Source: an optimization exercise on an open RTL-to-GDS flow (aim: a short achievable clock period and few clock cycles). Production flows keep margins and buffers that such runs may drop.
Function was checked by simulation only, so behaviour that the tests miss may differ from the original.
Power and IR drop assume default switching activity.

### flow/flow/run.sh
#!/bin/bash
set -euo pipefail
MARGIN=${MARGIN:-7.5}
bash standard.sh SETUP_SLACK_MARGIN=$MARGIN finish > standard_flow.log 2>&1
### flow/standard.sh
#!/bin/bash
# synth_recipe.tcl (not shown) runs the flow's synth.tcl, then flattens the netlist and writes it again
# the make line also repeats each setting of config.mk as NAME=value (left out here)
make -C /OpenROAD-flow-scripts/flow DESIGN_CONFIG=/design/flow/config.mk WORK_HOME=/design/flow/orfs CLKGATE_MAP_FILE= SYNTH_SCRIPT=/design/flow/synth_recipe.tcl "${@:-finish}"
### flow/config.mk
export PLATFORM = sky130hd
export DESIGN_NAME = vcpu_core
export DESIGN_NICKNAME = vcpu_core
export VERILOG_FILES = /design/flow/design.v
export SDC_FILE = /design/flow/constraint.sdc
export NUM_CORES = 4
export LEC_CHECK = 0
export ABC_CLOCK_PERIOD_IN_PS = 4000
export CAP_MARGIN = 20
export CORE_MARGIN = 2
export CORE_UTILIZATION = 40
export SLEW_MARGIN = 20
### flow/constraint.sdc
create_clock -name core_clock -period 12.0 [get_ports {clk}]
set_input_delay 2.4000 -clock core_clock [delete_from_list [all_inputs] [get_ports {clk}]]
set_output_delay 2.4000 -clock core_clock [all_outputs]
set_load 0.01 [all_outputs]
### flow/design.v
module vcpu_core (
    input  wire        clk,
    input  wire        rst,
    input  wire [31:0] prog_len,
    input  wire        terminate,
    output reg         imem_req,
    output reg  [31:0] imem_addr,
    input  wire        imem_ack,
    input  wire [31:0] imem_rdata,
    output reg         dmem_req,
    output reg         dmem_we,
    output reg  [1:0]  dmem_size,
    output reg  [31:0] dmem_addr,
    output reg  [31:0] dmem_wdata,
    input  wire        dmem_ack,
    input  wire        dmem_err,
    input  wire [31:0] dmem_rdata,
    output reg         retire_valid,
    output reg  [31:0] retire_pc,
    output reg  [4:0]  retire_rd,
    output reg  [31:0] retire_wdata,
    output reg         stopped,
    output reg  [3:0]  exit_code,
    output reg  [31:0] pc
);
    localparam [3:0] EX_HALTED     = 4'd1,
                     EX_TERMINATED = 4'd2,
                     EX_DIVZERO    = 4'd3,
                     EX_BADMEM     = 4'd4,
                     EX_BADALIGN   = 4'd5,
                     EX_BADJUMP    = 4'd6,
                     EX_INVALID    = 4'd7,
                     EX_BADPC      = 4'd8;
    function [32:0] ksadd;
        input [31:0] a, b;
        input        cin;
        reg   [31:0] g, p, gg, pp;
        integer s, n;
        begin
            g = a & b;
            p = a ^ b;
            gg = g;
            gg[0] = g[0] | (p[0] & cin);
            pp = p;
            for (s = 1; s < 32; s = s * 2)
                for (n = 31; n >= s; n = n - 1) begin
                    gg[n] = gg[n] | (pp[n] & gg[n-s]);
                    pp[n] = pp[n] & pp[n-s];
                end
            ksadd = {gg[31], p ^ {gg[30:0], cin}};
        end
    endfunction
    function kscarry;
        input [31:0] a, b;
        input        cin;
        reg   [32:0] r;
        begin
            r = ksadd(a, b, cin);
            kscarry = r[32];
        end
    endfunction
    function [35:0] ks36;
        input [35:0] a, b;
        input        cin;
        reg   [35:0] g, p, gg, pp;
        integer s, n;
        begin
            g = a & b;
            p = a ^ b;
            gg = g;
            gg[0] = g[0] | (p[0] & cin);
            pp = p;
            for (s = 1; s < 36; s = s * 2)
                for (n = 35; n >= s; n = n - 1) begin
                    gg[n] = gg[n] | (pp[n] & gg[n-s]);
                    pp[n] = pp[n] & pp[n-s];
                end
            ks36 = p ^ {gg[34:0], cin};
        end
    endfunction
    function [63:0] csa;    
        input [31:0] x, y, z;
        reg   [31:0] c;
        begin
            c   = (x & y) | (x & z) | (y & z);
            csa = {c[30:0], 1'b0, x ^ y ^ z};
        end
    endfunction
    function [5:0] clz32;
        input [31:0] x;
        integer n;
        begin
            clz32 = 6'd32;
            for (n = 0; n < 32; n = n + 1)
                if (x[n]) clz32 = 6'd31 - n[5:0];
        end
    endfunction
    reg [31:0] L, Lm4;
    reg        term_r;
    reg        init;        
    always @(posedge clk) begin
        L      <= prog_len;
        Lm4    <= L - 32'd4;
        term_r <= terminate & ~rst;
        init   <= rst;
    end
    wire L_lt4 = (L[31:2] == 30'd0);
    wire        hold_M, hold_E, hold_D;
    wire        redirect;
    wire [31:0] redirect_pc;
    wire        stop_now;
    reg [31:0] rf [1:31];
    reg        w_we;
    reg [4:0]  w_rd;
    reg [31:0] w_res;
    integer i;
    always @(posedge clk) begin
        if (rst) begin
            for (i = 1; i < 32; i = i + 1)
                rf[i] <= 32'd0;
        end else if (w_we) begin
            rf[w_rd] <= w_res;
        end
    end
    reg        btb_v   [0:15];
    reg [7:0]  btb_tag [0:15];
    reg [31:0] btb_tgt [0:15];
    reg [1:0]  btb_ctr [0:15];
    wire [3:0]  f_idx  = imem_addr[5:2];
    wire        f_hit  = btb_v[f_idx] && (btb_tag[f_idx] == imem_addr[13:6]) && btb_ctr[f_idx][1];
    wire [31:0] f_seq  = {imem_addr[31:2] + 30'd1, imem_addr[1:0]};
    wire [31:0] f_next = f_hit ? btb_tgt[f_idx] : f_seq;
    wire        f_take = imem_ack & ~hold_D;
    always @(posedge clk) begin
        if (rst) begin
            imem_addr <= 32'd0;
            imem_req  <= 1'b1;
        end else if (!stopped) begin
            imem_req <= ~stop_now;
            if (redirect)
                imem_addr <= redirect_pc;
            else if (f_take)
                imem_addr <= f_next;
        end
    end
    reg         d_v;
    reg  [31:0] d_ir;
    reg  [31:0] d_pc;
    reg  [31:0] d_pred;
    reg  [4:0]  d_rbi;           
    reg  [31:0] d_aoh, d_boh;    
    wire [4:0]  f_rbi = (imem_rdata[31:26] == 6'h00) ? imem_rdata[15:11] : imem_rdata[25:21];
    always @(posedge clk) begin
        if (rst) begin
            d_v <= 1'b0;
        end else if (!stopped) begin
            if (redirect) begin
                d_v <= 1'b0;
            end else if (!hold_D) begin
                d_v    <= imem_ack;
                d_ir   <= imem_rdata;
                d_pc   <= imem_addr;
                d_pred <= f_next;
                d_rbi  <= f_rbi;
                d_aoh  <= 32'd1 << imem_rdata[20:16];
                d_boh  <= 32'd1 << f_rbi;
            end
        end
    end
    wire [5:0]  d_op  = d_ir[31:26];
    wire [4:0]  d_frd = d_ir[25:21];
    wire [4:0]  d_frs = d_ir[20:16];
    wire [4:0]  d_frt = d_ir[15:11];
    wire [10:0] d_fn  = d_ir[10:0];
    wire [15:0] d_i16 = d_ir[15:0];
    wire        d_r   = (d_op == 6'h00);
    wire d_add  = d_r && d_fn == 11'h000;
    wire d_sub  = d_r && d_fn == 11'h001;
    wire d_mul  = d_r && d_fn == 11'h002;
    wire d_div  = d_r && (d_fn == 11'h004 || d_fn == 11'h005 || d_fn == 11'h006 || d_fn == 11'h007);
    wire d_and  = d_r && d_fn == 11'h008;
    wire d_or   = d_r && d_fn == 11'h009;
    wire d_xor  = d_r && d_fn == 11'h00A;
    wire d_nor  = d_r && d_fn == 11'h00B;
    wire d_slt  = d_r && d_fn == 11'h00C;
    wire d_sltu = d_r && d_fn == 11'h00D;
    wire d_sll  = d_r && d_fn == 11'h010;
    wire d_srl  = d_r && d_fn == 11'h011;
    wire d_sra  = d_r && d_fn == 11'h012;
    wire d_jr   = d_r && d_fn == 11'h018;
    wire d_rval = d_add | d_sub | d_mul | d_div | d_and | d_or | d_xor | d_nor |
                  d_slt | d_sltu | d_sll | d_srl | d_sra | d_jr;
    wire d_addi  = d_op == 6'h01;
    wire d_slti  = d_op == 6'h02;
    wire d_sltiu = d_op == 6'h03;
    wire d_andi  = d_op == 6'h04;
    wire d_ori   = d_op == 6'h05;
    wire d_xori  = d_op == 6'h06;
    wire d_lui   = d_op == 6'h07;
    wire d_slli  = d_op == 6'h08;
    wire d_srli  = d_op == 6'h09;
    wire d_srai  = d_op == 6'h0A;
    wire d_ialu  = d_op >= 6'h01 && d_op <= 6'h0A;
    wire d_load  = d_op == 6'h10 || d_op == 6'h11 || d_op == 6'h12 || d_op == 6'h14 || d_op == 6'h15;
    wire d_store = d_op == 6'h18 || d_op == 6'h19 || d_op == 6'h1A;
    wire d_br    = d_op >= 6'h20 && d_op <= 6'h25;
    wire d_j     = d_op == 6'h30 || d_op == 6'h31;
    wire d_jal   = d_op == 6'h31;
    wire d_halt  = d_op == 6'h3F;
    wire d_inv   = d_r ? !d_rval : !(d_ialu | d_load | d_store | d_br | d_j | d_halt);
    wire [4:0]  d_ra  = d_frs;
    wire [4:0]  d_rb  = d_rbi;
    wire        d_useA = (d_r && d_rval) || (d_ialu && !d_lui) || d_store || d_br;
    wire        d_useB = (d_r && d_rval && !d_jr) || d_store || d_br;
    reg  [31:0] rf_a, rf_b;
    always @(*) begin
        rf_a = 32'd0;
        rf_b = 32'd0;
        for (i = 1; i < 32; i = i + 1) begin
            rf_a = rf_a | ({32{d_aoh[i]}} & rf[i]);
            rf_b = rf_b | ({32{d_boh[i]}} & rf[i]);
        end
    end
    wire [31:0] d_a  = (w_we && w_rd == d_ra) ? w_res : rf_a;
    wire [31:0] d_b  = (w_we && w_rd == d_rb) ? w_res : rf_b;
    wire        d_wr   = (d_r && d_rval) || d_ialu || d_load || d_jal;
    wire [4:0]  d_dst  = d_jal ? 5'd31 : d_frd;
    wire        d_we   = d_wr && (d_dst != 5'd0);
    wire [31:0] d_sext = {{16{d_i16[15]}}, d_i16};
    wire [31:0] d_zext = {16'd0, d_i16};
    wire [31:0] d_imm  = d_lui ? {d_i16, 16'd0} :
                         (d_andi | d_ori | d_xori) ? d_zext : d_sext;
    wire        d_wrap = d_pc >= Lm4;                        
    wire [31:0] d_p4   = {d_pc[31:2] + 30'd1, d_pc[1:0]};
    wire [31:0] d_seq  = d_wrap ? 32'd0 : d_p4;
    wire        d_seq_bad = d_wrap ? L_lt4 : (d_p4 > Lm4);   
    wire [32:0] d_bsum = ksadd(d_pc, {d_sext[29:0], 2'b00}, 1'b0);
    wire [31:0] d_jtgt = {{4{d_ir[25]}}, d_ir[25:0], 2'b00};
    wire [31:0] d_tgt  = d_j ? d_jtgt : d_bsum[31:0];
    wire        m_ready = !(m_mul | (m_load & !m_ld_done));
    wire        d_fMa   = m_v & m_we & (m_rd == d_ra);
    wire [31:0] d_base  = d_fMa ? m_res : d_a;
    wire [32:0] d_easum = ksadd(d_base, d_sext, 1'b0);
    wire [1:0]  d_size  = (d_op[1:0] == 2'd2) ? 2'd2 : (d_op[0] ? 2'd1 : 2'd0);
    reg         e_v;
    reg  [31:0] e_pc;
    reg  [4:0]  e_ra, e_rb, e_rd;
    reg         e_useA, e_useB, e_we;
    reg  [31:0] e_a, e_b, e_imm;
    reg         e_use_imm;
    reg         e_sMa, e_sWa, e_sRa;            
    reg         e_sMb, e_sWb, e_sRb;            
    reg         e_oMb, e_oWb, e_oRb;            
    reg         e_s_add, e_s_sub, e_s_and, e_s_or, e_s_xor, e_s_nor, e_s_slt, e_s_sltu;
    reg         e_s_sll, e_s_srl, e_s_sra, e_s_imm, e_s_link;
    reg         e_div, e_mul, e_load, e_store, e_br, e_j, e_jr, e_halt, e_inv;
    reg  [2:0]  e_brc;
    reg  [2:0]  e_ldop;
    reg  [31:0] e_seq, e_link, e_tgt, e_pred;
    reg         e_seq_bad, e_ne_seq, e_ne_tgt;
    reg         e_dsigned, e_rem, e_nopend;
    reg         m_v, m_we, m_load, m_mul;
    reg         m_ld_done, m_lerr;       
    reg         e_onbus;                 
    reg  [31:0] e_addr;                  
    reg  [4:0]  m_rd;
    reg  [31:0] m_res;
    wire [31:0] a_byp = ({32{e_sMa}} & m_res) | ({32{e_sWa}} & w_res) | ({32{e_sRa}} & e_a);
    wire [31:0] b_byp = ({32{e_sMb}} & m_res) | ({32{e_sWb}} & w_res) | ({32{e_sRb}} & e_b);
    wire        m_late = m_mul | (m_load & !m_ld_done);
    wire dep_stall = m_late & ((e_useA & e_sMa) | (e_useB & e_sMb));
    wire [31:0] bop   = ({32{e_oMb}} & m_res) | ({32{e_oWb}} & w_res) | ({32{e_oRb}} & e_b) |
                        ({32{e_use_imm}} & e_imm);
    wire [4:0]  shamt = bop[4:0];
    wire [32:0] r_add = ksadd(a_byp, bop, 1'b0);
    wire [32:0] r_sub = ksadd(a_byp, ~bop, 1'b1);
    wire        r_ltu = !r_sub[32];
    wire        r_lt  = (a_byp[31] ^ bop[31]) ? a_byp[31] : r_ltu;
    wire [31:0] r_sll = a_byp << shamt;
    wire [31:0] r_srl = a_byp >> shamt;
    wire [31:0] r_sra = $signed(a_byp) >>> shamt;
    wire [31:0] div_res;
    reg         dc_v;
    reg  [31:0] dc_a, dc_b, dc_q, dc_r;
    reg         dc_s;
    wire [31:0] res_early =
        ({32{e_s_and}}  & (a_byp & bop)) |
        ({32{e_s_or}}   & (a_byp | bop)) |
        ({32{e_s_xor}}  & (a_byp ^ bop)) |
        ({32{e_s_nor}}  & ~(a_byp | bop)) |
        ({32{e_s_imm}}  & e_imm) |
        ({32{e_s_link}} & e_link);
    wire [31:0] res_sum = ({32{e_s_add | e_s_sub}} & (e_s_sub ? r_sub[31:0] : r_add[31:0]));
    wire [31:0] res_sh  = ({32{e_s_sll}} & r_sll) | ({32{e_s_srl}} & r_srl) | ({32{e_s_sra}} & r_sra);
    wire        res_lt  = (e_s_slt & r_lt) | (e_s_sltu & r_ltu);
    wire [31:0] e_res_alu = res_sum | res_sh | {res_early[31:1], res_early[0] | res_lt} |
                            ({32{e_div}} & div_res);
    wire br_eq  = (b_byp == a_byp);
    wire br_ltu = !kscarry(b_byp, ~a_byp, 1'b1);
    wire br_lt  = (b_byp[31] ^ a_byp[31]) ? b_byp[31] : br_ltu;
    reg  br_c;
    always @(*) begin
        case (e_brc)
            3'd0:    br_c = br_eq;
            3'd1:    br_c = !br_eq;
            3'd2:    br_c = br_lt;
            3'd3:    br_c = !br_lt;
            3'd4:    br_c = br_ltu;
            default: br_c = !br_ltu;
        endcase
    end
    wire        e_taken   = e_j | (e_br & br_c);
    wire        tgt_ge    = e_tgt >= L;
    wire        tgt_bad   = e_tgt > Lm4;
    wire        jr_align  = a_byp[1:0] != 2'b00;
    wire        jr_ge     = a_byp >= L;
    wire        jr_bad    = a_byp > Lm4;
    wire        br_tk     = e_br & br_c;
    wire [31:0] npc_nb    = e_jr ? a_byp : e_j ? e_tgt : e_seq;
    wire        bad_nb    = e_jr ? jr_bad : e_j ? tgt_bad : e_seq_bad;
    wire        mis_nb    = e_jr ? (a_byp != e_pred) : e_j ? e_ne_tgt : e_ne_seq;
    wire [31:0] e_npc     = br_tk ? e_tgt : npc_nb;
    wire        e_npc_bad = br_tk ? tgt_bad : bad_nb;
    wire        e_mispred = br_tk ? e_ne_tgt : mis_nb;
    wire [3:0]  fault_nb =
        e_inv  ? EX_INVALID :
        e_halt ? EX_HALTED :
        (e_jr && jr_align) ? EX_BADALIGN :
        (e_jr && jr_ge) ? EX_BADJUMP :
        (e_j && tgt_ge) ? EX_BADJUMP : 4'd0;
    wire [3:0]  e_fault_nodiv = (br_tk && tgt_ge) ? EX_BADJUMP : fault_nb;
    wire [32:0] e_ea = ksadd(a_byp, e_imm, 1'b0);
    reg [543:0] ppv;        
    reg [15:0]  bt_one, bt_two, bt_neg;
    reg [31:0]  bt_mag;
    integer k;
    always @(*) begin
        ppv = 544'd0;
        for (k = 0; k < 16; k = k + 1) begin
            bt_one[k] = b_byp[2*k] ^ ((k == 0) ? 1'b0 : b_byp[2*k-1]);
            bt_two[k] = ( b_byp[2*k+1] & ~b_byp[2*k] & ~((k == 0) ? 1'b0 : b_byp[2*k-1])) |
                        (~b_byp[2*k+1] &  b_byp[2*k] &  ((k == 0) ? 1'b0 : b_byp[2*k-1]));
            bt_neg[k] = b_byp[2*k+1] & ~(b_byp[2*k] & ((k == 0) ? 1'b0 : b_byp[2*k-1]));
            bt_mag = bt_one[k] ? a_byp : bt_two[k] ? {a_byp[30:0], 1'b0} : 32'd0;
            ppv[32*k +: 32] = (bt_neg[k] ? ~bt_mag : bt_mag) << (2*k);
            ppv[512 + 2*k]  = bt_neg[k];
        end
    end
    wire [31:0] pp0  = ppv[ 31:  0], pp1  = ppv[ 63: 32], pp2  = ppv[ 95: 64], pp3  = ppv[127: 96];
    wire [31:0] pp4  = ppv[159:128], pp5  = ppv[191:160], pp6  = ppv[223:192], pp7  = ppv[255:224];
    wire [31:0] pp8  = ppv[287:256], pp9  = ppv[319:288], pp10 = ppv[351:320], pp11 = ppv[383:352];
    wire [31:0] pp12 = ppv[415:384], pp13 = ppv[447:416], pp14 = ppv[479:448], pp15 = ppv[511:480];
    wire [31:0] pp16 = ppv[543:512];
    wire [63:0] l1_0 = csa(pp0,  pp1,  pp2);
    wire [63:0] l1_1 = csa(pp3,  pp4,  pp5);
    wire [63:0] l1_2 = csa(pp6,  pp7,  pp8);
    wire [63:0] l1_3 = csa(pp9,  pp10, pp11);
    wire [63:0] l1_4 = csa(pp12, pp13, pp14);
    wire [63:0] l2_0 = csa(l1_0[31:0], l1_0[63:32], l1_1[31:0]);
    wire [63:0] l2_1 = csa(l1_1[63:32], l1_2[31:0], l1_2[63:32]);
    wire [63:0] l2_2 = csa(l1_3[31:0], l1_3[63:32], l1_4[31:0]);
    wire [63:0] l2_3 = csa(l1_4[63:32], pp15, pp16);
    wire [63:0] l3_0 = csa(l2_0[31:0], l2_0[63:32], l2_1[31:0]);
    wire [63:0] l3_1 = csa(l2_1[63:32], l2_2[31:0], l2_2[63:32]);
    localparam [1:0] DV_IDLE = 2'd0, DV_NORM = 2'd1, DV_ITER = 2'd2, DV_FIN = 2'd3;
    reg  [1:0]  dv_st;
    reg  [31:0] dv_ra, dv_rb;        
    reg         dv_s;                
    reg  [31:0] dv_a, dv_b;          
    reg         dv_nq, dv_nr, dv_dz;
    reg  [33:0] dv_d, dv_d3;         
    reg  [31:0] dv_r, dv_q;
    reg  [3:0]  dv_cnt;
    wire [5:0]  dv_ca = clz32(dv_a);
    wire [5:0]  dv_cb = clz32(dv_b);
    wire        dv_lt = dv_a < dv_b;
    wire [5:0]  dv_kk = dv_cb - dv_ca;
    wire [4:0]  dv_sh = {dv_kk[4:1], 1'b0};
    wire [33:0] dv_b3 = {2'b00, dv_b} + {1'b0, dv_b, 1'b0};
    wire [35:0] dv_t1 = ks36({4'd0, dv_r}, ~{2'd0, dv_d}, 1'b1);
    wire [35:0] dv_t2 = ks36({4'd0, dv_r}, ~{1'd0, dv_d, 1'b0}, 1'b1);
    wire [35:0] dv_t3 = ks36({4'd0, dv_r}, ~{2'd0, dv_d3}, 1'b1);
    wire [31:0] dv_qf = dv_nq ? 32'd0 - dv_q : dv_q;
    wire [31:0] dv_rf = dv_nr ? 32'd0 - dv_r : dv_r;
    wire e_hit = e_nopend & dc_v & (e_a == dc_a) & (e_b == dc_b) &
                 ((dc_s == e_dsigned) | (!e_a[31] & !e_b[31]));
    wire e_div_ready = e_hit | (dv_st == DV_FIN);
    wire e_div_start = e_v & e_div & !e_hit & (dv_st == DV_IDLE) & !dep_stall & !hold_M;
    assign div_res = e_hit ? (e_rem ? dc_r : dc_q) : (e_rem ? dv_rf : dv_qf);
    always @(posedge clk) begin
        if (rst) begin
            dv_st <= DV_IDLE;
            dc_v  <= 1'b0;
        end else if (!stopped) begin
            case (dv_st)
            DV_IDLE: if (e_div_start) begin
                dv_ra <= a_byp;
                dv_rb <= b_byp;
                dv_s  <= e_dsigned;
                dv_a  <= (e_dsigned & a_byp[31]) ? 32'd0 - a_byp : a_byp;
                dv_b  <= (e_dsigned & b_byp[31]) ? 32'd0 - b_byp : b_byp;
                dv_nq <= e_dsigned & (a_byp[31] ^ b_byp[31]);
                dv_nr <= e_dsigned & a_byp[31];
                dv_st <= DV_NORM;
            end
            DV_NORM: begin
                dv_dz  <= (dv_b == 32'd0);
                dv_r   <= dv_a;
                dv_q   <= 32'd0;
                dv_d   <= {2'b00, dv_b} << dv_sh;
                dv_d3  <= dv_b3 << dv_sh;
                dv_cnt <= dv_kk[4:1];
                if (dv_b == 32'd0 || dv_lt)
                    dv_st <= DV_FIN;
                else
                    dv_st <= DV_ITER;
            end
            DV_ITER: begin
                if (!dv_t3[35]) begin
                    dv_r <= dv_t3[31:0];
                    dv_q <= {dv_q[29:0], 2'd3};
                end else if (!dv_t2[35]) begin
                    dv_r <= dv_t2[31:0];
                    dv_q <= {dv_q[29:0], 2'd2};
                end else if (!dv_t1[35]) begin
                    dv_r <= dv_t1[31:0];
                    dv_q <= {dv_q[29:0], 2'd1};
                end else begin
                    dv_q <= {dv_q[29:0], 2'd0};
                end
                dv_d   <= dv_d >> 2;
                dv_d3  <= dv_d3 >> 2;
                dv_cnt <= dv_cnt - 4'd1;
                if (dv_cnt == 4'd0)
                    dv_st <= DV_FIN;
            end
            default: begin    
                if (!dv_dz) begin
                    dc_v <= 1'b1;
                    dc_a <= dv_ra;
                    dc_b <= dv_rb;
                    dc_s <= dv_s;
                    dc_q <= dv_qf;
                    dc_r <= dv_rf;
                end
                if (!hold_M)
                    dv_st <= DV_IDLE;
            end
            endcase
        end
    end
    wire e_divz = e_div & !e_hit & dv_dz;
    reg         m_mem;
    wire e_wait = e_v & (dep_stall | (e_div & !e_div_ready));
    wire   m_needs = m_v & m_mem & !m_ld_done;      
    assign hold_M = m_needs & !dmem_ack;
    assign hold_E = hold_M | e_wait;
    wire   d_agi  = d_v & d_load & ((e_v & e_we & (e_rd == d_ra)) | (d_fMa & !m_ready));
    assign hold_D = hold_E | d_agi;
    wire   e_go   = e_v & !hold_E;
    wire [1:0]  e_size   = (e_ldop[1:0] == 2'd2) ? 2'd2 : (e_ldop[0] ? 2'd1 : 2'd0);
    wire        e_ld_got = e_onbus & dmem_ack;
    wire        m_needs_n = hold_M | (e_go & (e_store | (e_load & !e_ld_got)));
    wire        e_ld_n    = hold_E ? (e_v & e_load & !e_ld_got) : (d_v & d_load & !redirect & !d_agi);
    assign redirect    = e_go & e_mispred;
    assign redirect_pc = e_npc;
    wire d_sMa = e_v & e_we & (e_rd == d_ra);
    wire d_sMb = e_v & e_we & (e_rd == d_rb);
    wire d_sWa = m_v & m_we & (m_rd == d_ra);
    wire d_sWb = m_v & m_we & (m_rd == d_rb);
    always @(posedge clk) begin
        if (rst) begin
            e_v <= 1'b0;
        end else if (!stopped) begin
            if (!hold_E) begin
                e_v       <= d_v & !redirect & !d_agi;
                e_addr    <= d_easum[31:0];
                e_pc      <= d_pc;
                e_ra      <= d_ra;
                e_rb      <= d_rb;
                e_rd      <= d_dst;
                e_useA    <= d_useA;
                e_useB    <= d_useB;
                e_we      <= d_we;
                e_a       <= d_a;
                e_b       <= d_b;
                e_sMa     <= d_sMa;
                e_sMb     <= d_sMb;
                e_sWa     <= d_sWa & !d_sMa;
                e_sWb     <= d_sWb & !d_sMb;
                e_sRa     <= !d_sMa & !d_sWa;
                e_sRb     <= !d_sMb & !d_sWb;
                e_oMb     <= d_r & d_sMb;
                e_oWb     <= d_r & d_sWb & !d_sMb;
                e_oRb     <= d_r & !d_sMb & !d_sWb;
                e_imm     <= d_imm;
                e_use_imm <= !d_r;
                e_s_add   <= d_add | d_addi;
                e_s_sub   <= d_sub;
                e_s_and   <= d_and | d_andi;
                e_s_or    <= d_or  | d_ori;
                e_s_xor   <= d_xor | d_xori;
                e_s_nor   <= d_nor;
                e_s_slt   <= d_slt | d_slti;
                e_s_sltu  <= d_sltu | d_sltiu;
                e_s_sll   <= d_sll | d_slli;
                e_s_srl   <= d_srl | d_srli;
                e_s_sra   <= d_sra | d_srai;
                e_s_imm   <= d_lui;
                e_s_link  <= d_jr | d_jal;
                e_div     <= d_div;
                e_mul     <= d_mul;
                e_load    <= d_load;
                e_store   <= d_store;
                e_br      <= d_br;
                e_brc     <= d_op[2:0];
                e_j       <= d_j;
                e_jr      <= d_jr;
                e_halt    <= d_halt;
                e_inv     <= d_inv;
                e_ldop    <= d_op[2:0];
                e_seq     <= d_seq;
                e_seq_bad <= d_seq_bad;
                e_link    <= d_p4;
                e_tgt     <= d_tgt;
                e_pred    <= d_pred;
                e_ne_seq  <= d_pred != d_seq;
                e_ne_tgt  <= d_pred != d_tgt;
                e_dsigned <= !d_fn[0];
                e_rem     <= d_fn[1];
                e_nopend  <= !d_sMa & !d_sMb & !d_sWa & !d_sWb;
            end else begin
                e_a <= a_byp;
                e_b <= b_byp;
                e_sRa <= !e_sMa;
                e_sRb <= !e_sMb;
                e_oRb <= !e_use_imm & !e_sMb;
                if (hold_M) begin
                    e_sWa <= 1'b0;
                    e_sWb <= 1'b0;
                    e_oWb <= 1'b0;
                end else begin
                    e_sMa <= 1'b0;
                    e_sMb <= 1'b0;
                    e_oMb <= 1'b0;
                    e_sWa <= e_sMa;
                    e_sWb <= e_sMb;
                    e_oWb <= e_oMb;
                end
            end
        end
    end
    reg        bu_v, bu_br, bu_tk;
    reg [3:0]  bu_idx;
    reg [7:0]  bu_tag;
    reg [31:0] bu_tgt;
    always @(posedge clk) begin
        if (rst) begin
            bu_v <= 1'b0;
        end else begin
            bu_v   <= e_go & !stopped & (e_br | e_j | e_jr);
            bu_br  <= e_br;
            bu_tk  <= br_c;
            bu_idx <= e_pc[5:2];
            bu_tag <= e_pc[13:6];
            bu_tgt <= e_npc;
        end
    end
    wire       u_hit = btb_v[bu_idx] && (btb_tag[bu_idx] == bu_tag);
    wire [1:0] u_ctr = btb_ctr[bu_idx];
    always @(posedge clk) begin
        if (rst) begin
            for (i = 0; i < 16; i = i + 1)
                btb_v[i] <= 1'b0;
        end else if (bu_v) begin
            if (bu_br) begin
                if (u_hit) begin
                    if (bu_tk) btb_tgt[bu_idx] <= bu_tgt;
                    if (bu_tk && u_ctr != 2'd3) btb_ctr[bu_idx] <= u_ctr + 2'd1;
                    if (!bu_tk && u_ctr != 2'd0) btb_ctr[bu_idx] <= u_ctr - 2'd1;
                end else if (bu_tk) begin
                    btb_v[bu_idx]   <= 1'b1;
                    btb_tag[bu_idx] <= bu_tag;
                    btb_tgt[bu_idx] <= bu_tgt;
                    btb_ctr[bu_idx] <= 2'd2;
                end
            end else begin
                btb_v[bu_idx]   <= 1'b1;
                btb_tag[bu_idx] <= bu_tag;
                btb_tgt[bu_idx] <= bu_tgt;
                btb_ctr[bu_idx] <= 2'd3;
            end
        end
    end
    reg [31:0] ld_ext;       
    always @(*) begin
        case (e_ldop)
            3'd0:    ld_ext = {{24{dmem_rdata[7]}},  dmem_rdata[7:0]};
            3'd1:    ld_ext = {{16{dmem_rdata[15]}}, dmem_rdata[15:0]};
            3'd4:    ld_ext = {24'd0, dmem_rdata[7:0]};
            3'd5:    ld_ext = {16'd0, dmem_rdata[15:0]};
            default: ld_ext = dmem_rdata;
        endcase
    end
    reg  [31:0] m_pc, m_npc;
    reg         m_npc_bad;
    reg  [3:0]  m_fault;
    reg  [2:0]  m_ldop;
    reg  [31:0] m_p0, m_p1, m_p2, m_p3, m_p4, m_p5;
    always @(posedge clk) begin
        if (rst) begin
            m_v <= 1'b0;
        end else if (!stopped && !hold_M) begin
            m_v       <= e_go;
            m_pc      <= e_pc;
            m_npc     <= e_npc;
            m_npc_bad <= e_npc_bad;
            m_fault   <= e_divz ? EX_DIVZERO : e_fault_nodiv;
            m_we      <= e_we & !e_divz;
            m_rd      <= e_rd;
            m_res     <= e_load ? ld_ext : e_res_alu;
            m_ld_done <= e_load & e_ld_got;
            m_lerr    <= dmem_err;
            m_load    <= e_load;
            m_mul     <= e_mul;
            m_mem     <= e_load | e_store;
            m_ldop    <= e_ldop;
            m_p0      <= l3_0[31:0];
            m_p1      <= l3_0[63:32];
            m_p2      <= l3_1[31:0];
            m_p3      <= l3_1[63:32];
            m_p4      <= l2_3[31:0];
            m_p5      <= l2_3[63:32];
        end
    end
    wire [63:0] l4_0 = csa(m_p0, m_p1, m_p2);
    wire [63:0] l4_1 = csa(m_p3, m_p4, m_p5);
    wire [63:0] l5_0 = csa(l4_0[31:0], l4_0[63:32], l4_1[31:0]);
    wire [63:0] l6_0 = csa(l5_0[31:0], l5_0[63:32], l4_1[63:32]);
    wire [32:0] mul_sum = ksadd(l6_0[31:0], l6_0[63:32], 1'b0);
    wire        ok     = !stopped & !term_r & !init;
    wire        commit = ok & m_v & (!m_needs | dmem_ack);
    wire        c_err  = m_needs ? dmem_err : (m_ld_done & m_lerr);
    reg [31:0] ld_val;
    always @(*) begin
        case (m_ldop)
            3'd0:    ld_val = {{24{dmem_rdata[7]}},  dmem_rdata[7:0]};
            3'd1:    ld_val = {{16{dmem_rdata[15]}}, dmem_rdata[15:0]};
            3'd4:    ld_val = {24'd0, dmem_rdata[7:0]};
            3'd5:    ld_val = {16'd0, dmem_rdata[15:0]};
            default: ld_val = dmem_rdata;
        endcase
    end
    wire [31:0] c_val = (m_load & !m_ld_done) ? ld_val : (m_mul ? mul_sum[31:0] : m_res);
    wire        c_static = (m_fault != 4'd0);
    wire        c_stop   = c_static | c_err | m_npc_bad;
    wire [3:0]  c_code   = c_static ? m_fault : c_err ? EX_BADMEM : EX_BADPC;
    reg  [31:0] arch_npc;      
    assign stop_now = init ? L_lt4 : (term_r | (commit & c_stop));
    always @(posedge clk) begin
        if (rst) begin
            dmem_req <= 1'b0;
            e_onbus  <= 1'b0;
        end else if (!stopped) begin
            dmem_req <= !stop_now & !terminate & (m_needs_n | e_ld_n);
            e_onbus  <= !m_needs_n & e_ld_n;
            if (hold_M) begin
            end else if (m_needs_n) begin
                dmem_addr  <= e_store ? e_ea[31:0] : e_addr;
                dmem_wdata <= b_byp;
                dmem_size  <= e_size;
                dmem_we    <= e_store;
            end else if (e_ld_n) begin
                dmem_addr  <= hold_E ? e_addr : d_easum[31:0];
                dmem_size  <= hold_E ? e_size : d_size;
                dmem_we    <= 1'b0;
            end
        end
    end
    always @(posedge clk) begin
        if (rst) begin
            retire_valid <= 1'b0;
            retire_pc    <= 32'd0;
            retire_rd    <= 5'd0;
            retire_wdata <= 32'd0;
            stopped      <= 1'b0;
            exit_code    <= 4'd0;
            pc           <= 32'd0;
            w_we         <= 1'b0;
            arch_npc     <= 32'd0;
        end else if (!stopped) begin
            retire_valid <= commit;
            retire_pc    <= m_pc;
            retire_rd    <= (m_we & !c_err) ? m_rd : 5'd0;
            retire_wdata <= c_val;
            w_we         <= commit & m_we & !c_err;
            w_rd         <= m_rd;
            w_res        <= c_val;
            if (commit) arch_npc <= m_npc;
            stopped      <= stop_now;
            if (init) begin
                exit_code <= EX_BADPC;
                pc        <= 32'd0;
            end else if (term_r) begin
                exit_code <= EX_TERMINATED;
                pc        <= arch_npc;
            end else begin
                exit_code <= c_code;
                pc        <= (c_static | c_err) ? m_pc : m_npc;
            end
        end else begin
            retire_valid <= 1'b0;
            w_we         <= 1'b0;
        end
    end
endmodule
==> notes.md <==
flip-flops by register name, summed over array words and instances, names as in the netlist, 34 cells and up, named ones only:
register and count:
btb_tag 128, btb_tgt 512, dv_d 34, dv_d3 34
rf 992
routing by layer:
layer  vias to the layer above  global-route usage (%)
li1                      61869                       -
met1                     78291                   49.54
met2                     14850                   54.87
met3                      4074                   15.07
met4                        60                   30.25
met5                         -                  0.3332
worst max-delay path, cell delays in order, from the launching register on:
cell and delay [ps]:
edfxtp_1 380, buf_6 170, buf_12 160, a222oi_1 350
buf_4 250, clkinvlp_4 180, ha_4 300, nand2_2 80
nor4_4 300, buf_4 190, o211ai_1 160, nand3_1 180
nor3_4 70, buf_12 150, buf_12 120, a31o_4 270
or2_4 260, buf_12 130, o21ai_4 170, mux2_8 410
buf_6 130, buf_6 120, nor3_4 220, buf_6 200
buf_12 140, clkbuf_16 160, buf_16 140
cell usage after synthesis, types with 101 or more instances:
| cell | count |
|---|---|
| and2_1 | 1081 |
| a22o_1 | 383 |
| nor3_1 | 245 |
| clkbuf_1 | 923 |
| a222oi_1 | 113 |
| mux2i_1 | 349 |
| nand4_1 | 293 |
| inv_1 | 633 |
| a21o_1 | 214 |
| nand3_1 | 269 |
| edfxtp_1 | 2933 |
| fa_1 | 208 |
| nand2_1 | 971 |
| mux4_2 | 286 |
| a221oi_1 | 347 |
| xor2_1 | 323 |
| nor2_1 | 855 |
| a22oi_1 | 649 |
| o21ai_0 | 554 |
| nand2b_1 | 101 |
| a21oi_1 | 786 |
| nor2b_1 | 112 |
| xnor2_1 | 586 |
| buf_1 | 131 |
| dfxtp_1 | 272 |
| a31oi_1 | 106 |
| ha_1 | 737 |
layout make-up:
type / count / area [µm²] / share of cell area, %
well taps: 5976 / 7477 / 3.359
clock inverters: 224 / 2560 / 1.150
flip-flops and latches: 3205 / 93610 / 42.05
inverters: 661 / 2619 / 1.176
clock buffers: 444 / 9612 / 4.318
repair buffers: 1511 / 16480 / 7.402
diodes: 188 / 470.5 / 0.2113
multi-input cells: 10856 / 89790 / 40.33
cell usage in the layout, fill, tap and decap left out, drive strengths merged, types with 91 or more instances in the layout:
master and n:
a211oi 92, a21o 214, a21oi 788, a221oi 347, a222oi 113, a22o 383
a22oi 649, a31oi 106, and2 1081, and3 91, buf 1154, clkbuf 478
clkdlybuf4s50 224, clkinv 153, dfxtp 272, diode 188, edfxtp 2933, fa 208
ha 737, inv 647, mux2i 349, mux4 286, nand2 975, nand2b 101
nand3 269, nand4 293, nor2 857, nor2b 112, nor3 248, o21ai 570
xnor2 586, xor2 323
cell families after synthesis:
logic type / Yosys count / synth area share, %
xor gates and xnor gates: 909 / 4.368
AOI/OAI and AO/OA: 3993 / 15.45
DFF: 3205 / 51.31
buffers and inverters: 1760 / 3.668
and+or+nand+nor: 4306 / 12.06
muxes: 692 / 5.802
adders and majority gates: 945 / 7.343
report_power, final:
part	internal (W)	leakage, nW	switching, W
Clock	0.00663	5.85	0.00501
Sequential	0.0133	30.3	0.000928
Combinational	0.00646	45.3	0.0121
what timing repair did:
action,in CTS,in global routing
gates cloned,61,41
endpoints found under the setup margin,1858,1162
gates resized for setup,1386,632
setup buffers,399,173
pin swaps,298,289
hold endpoints to repair,0,0
per-stage QoR:
step	hold slack [ps]	cell area [µm²]	util, %	total power [W]	cells
2_1_floorplan	330.8	182500	-	0.02155	15810
3_3_place_gp	383.3	194000	42.83	0.02842	21529
3_5_place_dp	380.8	194100	42.83	0.02854	21529
4_1_cts	396.5	216700	47.84	0.04209	22657
5_1_grt	405.2	222400	49.08	0.04528	22968
6_report	389.3	222600	49.14	0.04444	23065
path summary, 6_finish.rpt:
kind / start / slack, ps / end / cells past startpoint
setup / recovery: e_sMb / 6230 / d_ir[11] / 26
setup reg to reg: e_sMb / 6230 / d_ir[11] / 26
hold reg to reg: L[1] / 390 / Lm4[1] / 0
hold / removal: L[1] / 390 / Lm4[1] / 0
==> results.sh <==
export IMPL_cts_sinks=3205
export IMPL_syn_nets=16857
export IMPL_period_needed_ps=5766
export IMPL_crit_type="reg -> reg"
export IMPL_dieHeight_um=679.1
export IMPL_core_um2=453100
export IMPL_max_slew_margin_rel_pct=6.706
export IMPL_rows=247
export IMPL_areaGrowthSynthToFinish_pct=22.13
export IMPL_viasPerCell=6.900
export IMPL_clkLatencyLatePin_ps=1030
export IMPL_root_buffer="clkbuf_16"
export IMPL_htree_num_levels=5
export IMPL_firstDrtPassIters=14
export IMPL_grt_ovfl_total=0
export IMPL_synth_cell_types=101
export IMPL_p_leak_nw=81.43
export IMPL_drt_iter0_markers=31033
export IMPL_rsz0062_at_grt="true"
export IMPL_cp_required_ps=12720
export IMPL_first_global_vias=144505
export IMPL_synthCells=15810
export IMPL_synth_warning_count=1
export IMPL_drt_met1_wl_um=331900
export IMPL_drc=0
export IMPL_wl_per_cell_um=41.31
export IMPL_final_nets=17642
export IMPL_ys_async_sr_fraction_pct=0
export IMPL_tightestPinTransition_ps=1399
export IMPL_setup_viol=0
export IMPL_cts_buffer_depth=4
export IMPL_met2_wirelength_um=380000
export IMPL_finalHoldViolCount=0
export IMPL_fmax_mhz=173.4
export IMPL_fillers=39950
export IMPL_synth_edff_count=2933
export IMPL_die_area_um2=461100
export IMPL_numCtsBuffers=360
export IMPL_maxCapViolCount=0
export IMPL_finClkSkew_ps=98.39
export IMPL_ctsHoldBuffers=0
export IMPL_vias=159144
export IMPL_critPathMaxFanout=6
export IMPL_ys_ff_latch=3205
export IMPL_tritoncts="done"
export IMPL_dpl_hpwl_um=603300
export IMPL_avgSynthCellArea_um2=11.53
export IMPL_synth_top_area_share_pct=48.32
export IMPL_slew_violations=0
export IMPL_drive_gt1_share_pct=19.36
export IMPL_fin_crit_sh_pct=48.05
export IMPL_pre_cts_ws_ps=3504
export IMPL_hold_class="reg -> reg"
export IMPL_startpoint_type="flop"
export IMPL_synthFlopType="edfxtp_1"
export IMPL_synth_seq_area_share_pct=51.31
export IMPL_num_io_pins=310
export IMPL_start_util_pct=40.23
export IMPL_tns_ps=0
export IMPL_cellPowerDensity_nw_per_um2=199.6
export IMPL_yosysTopAreaCell="edfxtp_1"
export IMPL_dr_wl_met3_um=144100
export IMPL_so_faults="antenna rules"
export IMPL_vdd_drop_max_uv=658.9
export IMPL_synth_cell_area_um2=182300
export IMPL_grt_pass1_wl_um=1257000
export IMPL_setup_ws_ps=6234
export IMPL_path_clk_slew_ps=60
export IMPL_globalRouteTotalUtil_pct=39.57
export IMPL_antenna_found_initial=137
export IMPL_port_buffers=309
export IMPL_drtAntennaViolNets=1
export IMPL_top_layer="met5"
export IMPL_synthTopCellsByArea="edfxtp_1 48%, ha_1 5.1%, and2_1 3.7%, mux4_2 3.5%, dfxtp_1 3.0%"
export IMPL_crit_arrival_ps=6490
export IMPL_worstSetupEndpointType="flop"
export IMPL_gp_congestion=1.047
export IMPL_status="complete, but fails checks"
export IMPL_grt_max_degree=136
export IMPL_die_w_um=679.1
export IMPL_finalWirelength_um=952900
Testbench counts, summed over its fixed seeds: cycles 32,326.

static timing again, ports no longer ideal:
The results above use ideal ports. As a check the final layout listed here was re-extracted and re-timed, cells and wires unchanged. Step 1 sets driving cells, clkbuf_16 on the clock port and buf_2 on the other inputs (assumed; they add their load-dependent delay and slew). Step 2 also shifts input and output timing later by t, the mid clock arrival at the registers, as if the neighbouring blocks saw the same clock. a / b / c = ideal / step 1 / step 2; a / b = the first two.
t, ns: 1.115
setup slack, ns: 6.234 / 6.234 / 5.607
hold WS [ns]: 0.389 / 0.389 / 0.389
slew at the worst register clock pin (ns): 0.07 / 0.07
pins driven straight from the clock port: 1
For this run, drivers alone change the setup slack by 0.000 ns; drivers and shift together by -0.627 ns.
